What follows belongs to an exercise in optimizing a design on an open flow for small area; a production flow would make more cautious choices.
Only simulation tests tie the RTL to the original design; equivalence was not proved.
Power is estimated from default activity; no workload was simulated.

JK:
// gnp_bitio
module gnp_bitio (
    input  wire        clk,
    input  wire        rst,           
    input  wire        cmd_valid,
    output reg         cmd_ready,
    input  wire [31:0] cmd_data,
    output reg         rsp_valid,
    input  wire        rsp_ready,
    output reg  [31:0] rsp_data,
    output reg         rsp_last,
    output reg         mem_req,
    output reg         mem_we,
    output reg  [11:0] mem_addr,
    output reg  [31:0] mem_wdata,
    input  wire        mem_gnt,
    input  wire        mem_rvalid,
    input  wire [31:0] mem_rdata
);
Settings: LEC_CHECK=0, ABC_AREA=1, CAP_MARGIN=20, CORE_MARGIN=2, CORE_UTILIZATION=30, SETUP_SLACK_MARGIN=0.5, SLEW_MARGIN=20; clock period 18.0 ns.
standard.sh (not shown) runs the stock make flow with config.mk's settings and CLKGATE_MAP_FILE= SYNTH_SCRIPT=/design/flow/synth_recipe.tcl, a recipe that flattens the netlist after the stock synthesis.
==> flow/flow/run.sh <==
#!/bin/bash
# Standard ORFS layout (the standard.sh, standard synthesis unchanged) with
# these changes: port buffers use the smallest buffer cell, and CTS uses
# smaller clock buffers with larger sink clusters and no dummy loads. The make
# output goes to a log file in the work folder; ORFS keeps each step's log in
# orfs/logs.
set -euo pipefail
export BUFFER_PORTS_ARGS="-buffer_cell sky130_fd_sc_hd__buf_1"
export CTS_ARGS="-sink_clustering_enable -repair_clock_nets -dont_use_dummy_load -buf_list sky130_fd_sc_hd__clkbuf_16 -sink_clustering_size 20 -sink_clustering_max_diameter 100"
bash standard.sh finish > standard_flow.log 2>&1
JK has completed all stages; timing, DRC and antenna checks passed.
Input-level comparison between MS and JK:
# JK
export LEC_CHECK = 0
export ABC_AREA = 1
export CAP_MARGIN = 20
export CORE_MARGIN = 2
export CORE_UTILIZATION = 30
export SETUP_SLACK_MARGIN = 0.5
export SLEW_MARGIN = 20
create_clock -name core_clock -period 18.0 [get_ports {clk}]
# MS
export LEC_CHECK = 0
export ABC_AREA = 1
export CAP_MARGIN = 20
export CORE_MARGIN = 2
export CORE_UTILIZATION = 30
export CTS_BUF_LIST = sky130_fd_sc_hd__clkbuf_4
export SETUP_SLACK_MARGIN = 0.5
export SLEW_MARGIN = 20
create_clock -name core_clock -period 18.0 [get_ports {clk}]
==> flow/run.sh (new file) <==
#!/bin/bash
# synth_recipe.tcl (not shown) runs the flow's synth.tcl, then flattens the netlist and writes it again
# the make line also repeats each setting of config.mk as NAME=value (left out here)
make -C /OpenROAD-flow-scripts/flow DESIGN_CONFIG=/design/flow/config.mk WORK_HOME=/design/flow/orfs CLKGATE_MAP_FILE= SYNTH_SCRIPT=/design/flow/synth_recipe.tcl finish
removed: flow/flow/run.sh
removed: flow/standard.sh
[summary]
Summary of MS over JK: part of the power in registers went down by 5.4 points; number of detailed-route iterations in the first pass went up by 1; placed wire-length estimate after detailed placement went down by about 2.4%; global-route track usage on met2 went down by 0.63 points.
Looking at static leakage power across both flows, MS is the weaker of the two, with JK ahead.
Min clock skew across JK and MS: JK
Compared MS against JK; global-route usage within noise.
As far as routed wire length is concerned, MS and JK perform about the same.
[inputs] AL vs MS
# MS
export LEC_CHECK = 0
export ABC_AREA = 1
export CAP_MARGIN = 20
export CORE_MARGIN = 2
export CORE_UTILIZATION = 30
export CTS_BUF_LIST = sky130_fd_sc_hd__clkbuf_4
export SETUP_SLACK_MARGIN = 0.5
export SLEW_MARGIN = 20
create_clock -name core_clock -period 18.0 [get_ports {clk}]
# AL
export LEC_CHECK = 0
export ABC_AREA = 1
export CAP_MARGIN = 20
export CORE_MARGIN = 2
export CORE_UTILIZATION = 60
export GPL_TIMING_DRIVEN = 0
export SETUP_SLACK_MARGIN = 0.5
export SLEW_MARGIN = 20
create_clock -name core_clock -period 18.0 [get_ports {clk}]
==> flow/flow/run.sh (new file) <==
#!/bin/bash
# Standard ORFS layout (the standard.sh, standard synthesis unchanged) with
# these changes: synthesis buffers are removed at floorplan, port buffers use
# the smallest buffer cell, and CTS uses smaller clock buffers with larger
# sink clusters and no dummy loads. The make output goes to a log file in the
# work folder; ORFS keeps each step's log in orfs/logs.
set -euo pipefail
export REMOVE_ABC_BUFFERS=1
export BUFFER_PORTS_ARGS="-buffer_cell sky130_fd_sc_hd__buf_1"
export CTS_ARGS="-sink_clustering_enable -repair_clock_nets -dont_use_dummy_load -buf_list sky130_fd_sc_hd__clkbuf_8 -sink_clustering_size 16 -sink_clustering_max_diameter 60"
bash standard.sh finish > standard_flow.log 2>&1
==> flow/standard.sh (new file) <==
#!/bin/bash
# synth_recipe.tcl (not shown) runs the flow's synth.tcl, then flattens the netlist and writes it again
# the make line also repeats each setting of config.mk as NAME=value (left out here)
make -C /OpenROAD-flow-scripts/flow DESIGN_CONFIG=/design/flow/config.mk WORK_HOME=/design/flow/orfs CLKGATE_MAP_FILE= SYNTH_SCRIPT=/design/flow/synth_recipe.tcl "${@:-finish}"
removed: flow/run.sh
Results
AL ended up with a lower number of buffers added by the clock tree synthesis step than MS did.
Sort AL and MS by combined area of the multi-input logic cells asc -> top: MS
AL against MS: final area fell about 13%, clock-buffer cell count decreased 79%.
AL vs MS: static leakage down by more than 10%
AL — layout-stage area growth over the synthesis result 16 points lower, MS as reference
On AL: overall via count from detail_route is about 3% lower than what MS gave.
Looking at fraction of area in clock buffers and inverters, AL sits 3.6 points lower than MS does.
Routed wire in AL totals less than in MS.


Starting RTL as in the previous note.
Settings: LEC_CHECK=0, ABC_AREA=1, CAP_MARGIN=20, CORE_MARGIN=2, CORE_UTILIZATION=30, GPL_TIMING_DRIVEN=0, SETUP_SLACK_MARGIN=0.5, SLEW_MARGIN=20; clock period 18.0 ns.
==> flow/flow/run.sh <==
#!/bin/bash
# Standard ORFS layout (the standard.sh, standard synthesis unchanged) with
# these changes: synthesis buffers are removed at floorplan, port buffers use
# the smallest buffer cell, and CTS uses smaller clock buffers with larger
# sink clusters and no dummy loads. The make output goes to a log file in the
# work folder; ORFS keeps each step's log in orfs/logs.
set -euo pipefail
export REMOVE_ABC_BUFFERS=1
export BUFFER_PORTS_ARGS="-buffer_cell sky130_fd_sc_hd__buf_1"
export CTS_ARGS="-sink_clustering_enable -repair_clock_nets -dont_use_dummy_load -buf_list sky130_fd_sc_hd__clkbuf_8 -sink_clustering_size 14 -sink_clustering_max_diameter 80"
bash standard.sh finish > standard_flow.log 2>&1
The first run completed without violations.
Then changed:
==> flow/flow/run.sh (replaced) <==
#!/bin/bash
# Standard ORFS layout (the standard.sh, standard synthesis unchanged) with
# these changes: synthesis buffers are removed at floorplan, port buffers use
# the smallest buffer cell, and CTS inserts no dummy loads. The make output
# goes to a log file in the work folder; ORFS keeps each step's log in orfs/logs.
set -euo pipefail
export REMOVE_ABC_BUFFERS=1
export BUFFER_PORTS_ARGS="-buffer_cell sky130_fd_sc_hd__buf_1"
export CTS_ARGS="-sink_clustering_enable -repair_clock_nets -dont_use_dummy_load"
bash standard.sh finish > standard_flow.log 2>&1
Settings changed: CTS_BUF_LIST from default to sky130_fd_sc_hd__clkbuf_4.
Synthesized area does not change.
Synthesized cell count stays the same.
Via count came out higher by 0.68%.
Worst hold slack is worse by 0.0057 ns.
Utilization came out higher by 0.84 points.
Then changed:
==> flow/flow/run.sh (replaced) <==
#!/bin/bash
# Standard ORFS layout (the standard.sh, standard synthesis unchanged) with
# two changes: port buffers use the smallest buffer cell, and CTS inserts no
# dummy loads. Each tool's output goes to a log file in the work folder.
set -euo pipefail
export BUFFER_PORTS_ARGS="-buffer_cell sky130_fd_sc_hd__buf_1"
export CTS_ARGS="-sink_clustering_enable -repair_clock_nets -dont_use_dummy_load"
bash standard.sh finish > standard_flow.log 2>&1
Settings changed: GPL_TIMING_DRIVEN 0 to default.
Effect: Register-to-register slack gets worse by 0.02 ns. Fmax is higher slightly. Total power rises slightly. Die area is unchanged. Sequential share of layout area went down by 0.18 points. Clock skew grows by 0.015 ns. Cell count is higher slightly.

re-timing with driven ports:
In the flow no input, the clock included, has a driving cell. The finished layouts below were timed again as built, in two steps.
Step 1 sets driving cells, clkbuf_16 on the clock port and buf_2 on the other inputs (assumed; they add their load-dependent delay and slew).
Step 2 adds t to the input delays and takes it off the output delays; t is the mean of the earliest and latest rising clock arrival at the registers after step 1. Input paths then give back, and output paths get back, about the clock's delay inside the block.
Slacks: ideal / step 1 / step 2; pairs: ideal / step 1.
| run | shift t [ns] | slack for setup (ns) | worst setup path after step 2 |
|---|---|---|---|
| JK | 0.526 | 8.349 / 8.322 / 8.322 | input to output |
| MS | 0.709 | 7.668 / 7.644 / 7.644 | input to output |
| AL | 0.566 | 8.372 / 8.352 / 8.352 | input to output |
| the first run of note 2 | 0.584 | 8.287 / 8.243 / 8.243 | input to output |
| the second run of note 2 | 0.563 | 8.294 / 8.250 / 8.250 | input to output |
| the third run of note 2 | 0.565 | 8.389 / 8.362 / 8.362 | input to output |
After both steps setup and hold are still met in every run listed.
